This is an optimization exercise on Yosys and OpenROAD, whose aim is small area, a short achievable clock period and few clock cycles, not a production implementation.
The RTL was checked by simulation tests, not by an equivalence proof against the original design.

==> inputs of 05-08 <==
==> flow/design.v (excerpt) <==
module conv_engine (
    input  wire        clk,
    input  wire        rst,
    input  wire        kc_we,
    input  wire [5:0]  kc_idx,
    input  wire [15:0] kc_data,
    input  wire        start,
    input  wire [7:0]  ksel,
    input  wire [7:0]  kdim,
    input  wire [15:0] kdiv,
    input  wire [31:0] src_base,
    input  wire [31:0] dst_base,
    input  wire [15:0] width,
    input  wire [15:0] height,
    output reg         busy,
    output reg         done,
    output reg  [2:0]  err,
    output reg         mem_req,
    output reg         mem_we,
    output wire [31:0] mem_addr,
    output reg  [7:0]  mem_wdata,
    input  wire        mem_gnt,
    input  wire        mem_rvalid,
    input  wire [7:0]  mem_rdata
);
==> flow/config.mk <==
export PLATFORM = sky130hd
export DESIGN_NAME = conv_engine
export DESIGN_NICKNAME = conv_engine
export VERILOG_FILES = /design/flow/design.v
export SDC_FILE = /design/flow/constraint.sdc
export NUM_CORES = 4
export LEC_CHECK = 0
export CAP_MARGIN = 20
export CORE_MARGIN = 2
export CORE_UTILIZATION = 40
export SLEW_MARGIN = 20
==> flow/constraint.sdc <==
create_clock -name core_clock -period 16.0 [get_ports {clk}]
set_input_delay 3.2000 -clock core_clock [delete_from_list [all_inputs] [get_ports {clk}]]
set_output_delay 3.2000 -clock core_clock [all_outputs]
set_load 0.01 [all_outputs]
standard.sh (not shown) runs the stock make flow with config.mk's settings and CLKGATE_MAP_FILE= SYNTH_SCRIPT=/design/flow/synth_recipe.tcl, a recipe that flattens the netlist after the stock synthesis.
==> flow/flow/run.sh <==
#!/bin/bash
# The standard layout (the standard.sh, unchanged synthesis and steps),
# with two changes to how the layout is made:
#  - ORFS's timing repair keeps a setup margin, so that it sizes and buffers
#    paths well below the design's clock period;
#  - the port buffers that ORFS inserts at every input and output are plain
#    buffers (buf_4) rather than the delay cell buffer_ports picks by default.
set -euo pipefail
export BUFFER_PORTS_ARGS="-buffer_cell sky130_fd_sc_hd__buf_4"
bash standard.sh SETUP_SLACK_MARGIN=11.3 finish > flow_make.log 2>&1
==> 02-10: changes against 05-08 <==
--- a/flow/design.v
+++ b/flow/design.v
@@ -25,41 +25,41 @@
 );
     localparam ST_IDLE = 2'd0;
     localparam ST_MUL  = 2'd1;
     localparam ST_CHK  = 2'd2;
     localparam ST_RUN  = 2'd3;
     localparam PH_LEAD = 2'd0;    
     localparam PH_MAIN = 2'd1;
     localparam PH_TAIL = 2'd2;    
+    reg [1:0]  st;
+    reg [15:0] Wr, Hr, Dr;
+    reg [1:0]  kc;             
+    reg [3:0]  cat;            
+    reg        sh, dh;         
+    reg [3:0]  mcnt;
+    reg [20:0] np;             
+    reg        nsat;           
     reg [783:0] kflat;
     reg [48:0]  kv;
-    wire        kc_wen = kc_we && !busy && (kc_idx < 6'd49);
+    wire        kc_wen = kc_we && (st == ST_IDLE) && (kc_idx < 6'd49);
     genvar g;
     generate
         for (g = 0; g < 49; g = g + 1) begin : g_kc
             always @(posedge clk)
                 if (kc_wen && kc_idx == g)
                     kflat[16*g +: 16] <= kc_data;
         end
     endgenerate
     always @(posedge clk) begin
         if (rst)
             kv <= 49'd0;
         else if (kc_wen)
             kv[kc_idx] <= 1'b1;
     end
-    reg [1:0]  st;
-    reg [15:0] Wr, Hr, Dr;
-    reg [1:0]  kc;             
-    reg [3:0]  cat;            
-    reg        sh, dh;         
-    reg [3:0]  mcnt;
-    reg [20:0] np;             
-    reg        nsat;           
     wire        bad_ksel  = (ksel > 8'd12);
     wire        bad_shape = (ksel == 8'd0) && (kdim == 8'd0 || !kdim[0] || kdim > 8'd7);
     wire        empty     = (width == 16'd0) || (height == 16'd0);
     wire [2:0]  e_pre     = bad_ksel ? 3'd3 : bad_shape ? 3'd1 : empty ? 3'd2 : 3'd0;
     reg  [15:0] d_new;
     always @(*) begin
         if (ksel == 8'd0)
             d_new = (kdiv == 16'd0) ? 16'd1 : kdiv;
@@ -82,21 +82,22 @@
     reg [15:0] cx;
     reg [1:0]  oc;
     reg [1:0]  ph;
     reg        rd_done;
     reg        tr_is;          
     reg [1:0]  S;              
     reg [19:0] maddr;
     assign mem_addr = {12'd0, maddr};
+    reg        rq_rd, rq_wr;
     reg  [7:0] Oa, Ob;
     reg        Ova, Ovb;
     reg        Oa_sk, Ob_sk;   
     wire running  = (st == ST_RUN);
-    wire adv      = !mem_req || mem_gnt;
+    wire adv      = !(rq_rd || rq_wr) || mem_gnt;
     wire do_wr    = running && adv && (Ova || Ovb);
     wire col_st   = (ti == 3'd0);
     wire col_ok   = ((ph == PH_MAIN) && (cx >= {14'd0, kc})) ||
                     ((ph == PH_TAIL) && (({1'b0, Wr} + {15'd0, oc}) >= {15'd0, kc}));
     wire can_rd   = !rd_done && (!col_st || !col_ok || (S != 2'd2));
     wire do_rd    = running && adv && !Ova && !Ovb && can_rd;
     wire [16:0] yl      = ymr + {15'd0, kc} + 17'd1;                
     wire [16:0] yn      = yl + {16'd0, tr_is};                       
@@ -652,31 +653,33 @@
     wire [22:0] rna  = !sa3[25] ? sa3[22:0] : !sa2[25] ? sa2[22:0] : !sa1[25] ? sa1[22:0] : rema[22:0];
     wire [22:0] rnb  = !sb3[25] ? sb3[22:0] : !sb2[25] ? sb2[22:0] : !sb1[25] ? sb1[22:0] : remb[22:0];
     wire        dlast = dbusy && (dcnt == 2'd3);
     wire        dfin  = dlast && !Ova && !Ovb;
     wire        pop   = hv0 && (!dbusy || dfin);
     wire        h_load = av && (!hv0 || pop);
     wire        sat_a = (ha[29:25] != 5'd0) || (ha[24:0] >= {Dr, 9'd0});
     wire        sat_b = (hb[29:25] != 5'd0) || (hb[24:0] >= {Dr, 9'd0});
-    wire wr_taken = mem_req && mem_we && mem_gnt;
+    wire wr_taken = rq_wr && mem_gnt;
     wire fin      = running && wr_taken && (np == 21'd1);
     wire [21:0] np_nx  = {np, 1'b0} + {6'd0, (Hr[15] ? Wr : 16'd0)};
     wire [21:0] s_end  = {2'd0, top} + {1'b0, np};
     wire [21:0] d_end  = {2'd0, wpa} + {1'b0, np};
     wire        bad_rng = nsat || sh || dh || (s_end > 22'h100000) || (d_end > 22'h100000);
     wire        ovl     = ({2'd0, top} < d_end) && ({2'd0, wpa} < s_end);
     always @(posedge clk) begin
         if (rst) begin
             st      <= ST_IDLE;
             busy    <= 1'b0;
             done    <= 1'b0;
             err     <= 3'd0;
             mem_req <= 1'b0;
             mem_we  <= 1'b0;
+            rq_rd   <= 1'b0;
+            rq_wr   <= 1'b0;
             Ova     <= 1'b0;
             Ovb     <= 1'b0;
             S       <= 2'd0;
             rd_done <= 1'b0;
         end else begin
             done <= 1'b0;
             case (st)
                 ST_IDLE: begin
@@ -734,31 +737,39 @@
                     tr_is   <= !kc[1] && (Hr[15:1] != 15'd0);
                     S       <= 2'd0;
                 end
                 ST_RUN: begin
                     if (adv) begin
                         if (Ova) begin
                             mem_req   <= 1'b1;
                             mem_we    <= 1'b1;
+                            rq_rd     <= 1'b0;
+                            rq_wr     <= 1'b1;
                             maddr     <= wpa;
                             mem_wdata <= Oa;
                             wpa       <= wpa + 20'd1 + (Oa_sk ? W20 : 20'd0);
                         end else if (Ovb) begin
                             mem_req   <= 1'b1;
                             mem_we    <= 1'b1;
+                            rq_rd     <= 1'b0;
+                            rq_wr     <= 1'b1;
                             maddr     <= wpb;
                             mem_wdata <= Ob;
                             wpb       <= wpb + 20'd1 + (Ob_sk ? W20 : 20'd0);
                         end else if (can_rd) begin
                             mem_req <= 1'b1;
                             mem_we  <= 1'b0;
+                            rq_rd   <= 1'b1;
+                            rq_wr   <= 1'b0;
                             maddr   <= raddr;
                         end else begin
                             mem_req <= 1'b0;
+                            rq_rd   <= 1'b0;
+                            rq_wr   <= 1'b0;
                         end
                     end
                     if (do_rd) begin
                         if (!last_ti) begin
                             ti    <= ti + 3'd1;
                             t     <= t1;
                             t_in  <= tin_t1;
                             raddr <= raddr + (t_in ? W20 : 20'd0);
@@ -820,16 +831,18 @@
                     else if (dfin && db)
                         Ovb <= 1'b1;
                     if (fin) begin
                         done    <= 1'b1;
                         busy    <= 1'b0;
                         err     <= 3'd0;
                         st      <= ST_IDLE;
                         mem_req <= 1'b0;
+                        rq_rd   <= 1'b0;
+                        rq_wr   <= 1'b0;
                     end
                 end
                 default: st <= ST_IDLE;
             endcase
         end
     end
     always @(posedge clk) begin
         if (dfin) begin
==> notes.md <==
Between 05-08 and 02-10, the lower clock-buffer cell count is in 05-08 (gap 4).
In 02-10 the die area is higher than in 05-08, by about 0.64%.
Against 02-10, the first-iteration DRC count of 05-08 is larger by 1.1%.
Of 05-08 and 02-10, 02-10 has the higher global-route usage (gap 0.35 points).
Between 02-10 and 05-08, the lower maximum frequency is in 05-08 (gap about 2.6%, measured against 05-08).
Critical path depth: 02-10 is lower than 05-08 (12).
Testbench counts of 05-08, summed over its fixed seeds: cycles 122,270.
Testbench counts of 02-10, summed over its fixed seeds: cycles 122,270.

==> static timing again, ports no longer ideal <==
Ports are ideal in the flow. The routed layouts listed here were re-timed in OpenROAD. Step 1 assumes that a clkbuf_16 drives the clock port and a buf_2 every other input. Step 2 adds t to the input delays and takes it off the output delays; t is the mean of the earliest and latest rising clock arrival at the registers after step 1. Input paths then give back, and output paths get back, about the clock's delay inside the block. Three values: ideal, step 1, step 2; two values: the first two.
run	t, ns	setup WS [ns]	worst register clock-pin slew, ns	worst slew at a driven data input, ns
05-08	1.015	11.146 / 11.146 / 10.379	0.07 / 0.07	0.12
02-10	1.015	11.271 / 11.224 / 10.344	0.07 / 0.07	0.16
After both steps setup and hold are still met in every run listed. The setup slack of 02-10, which loses most, moves by -0.047 ns with the drivers and by -0.927 ns with both steps.
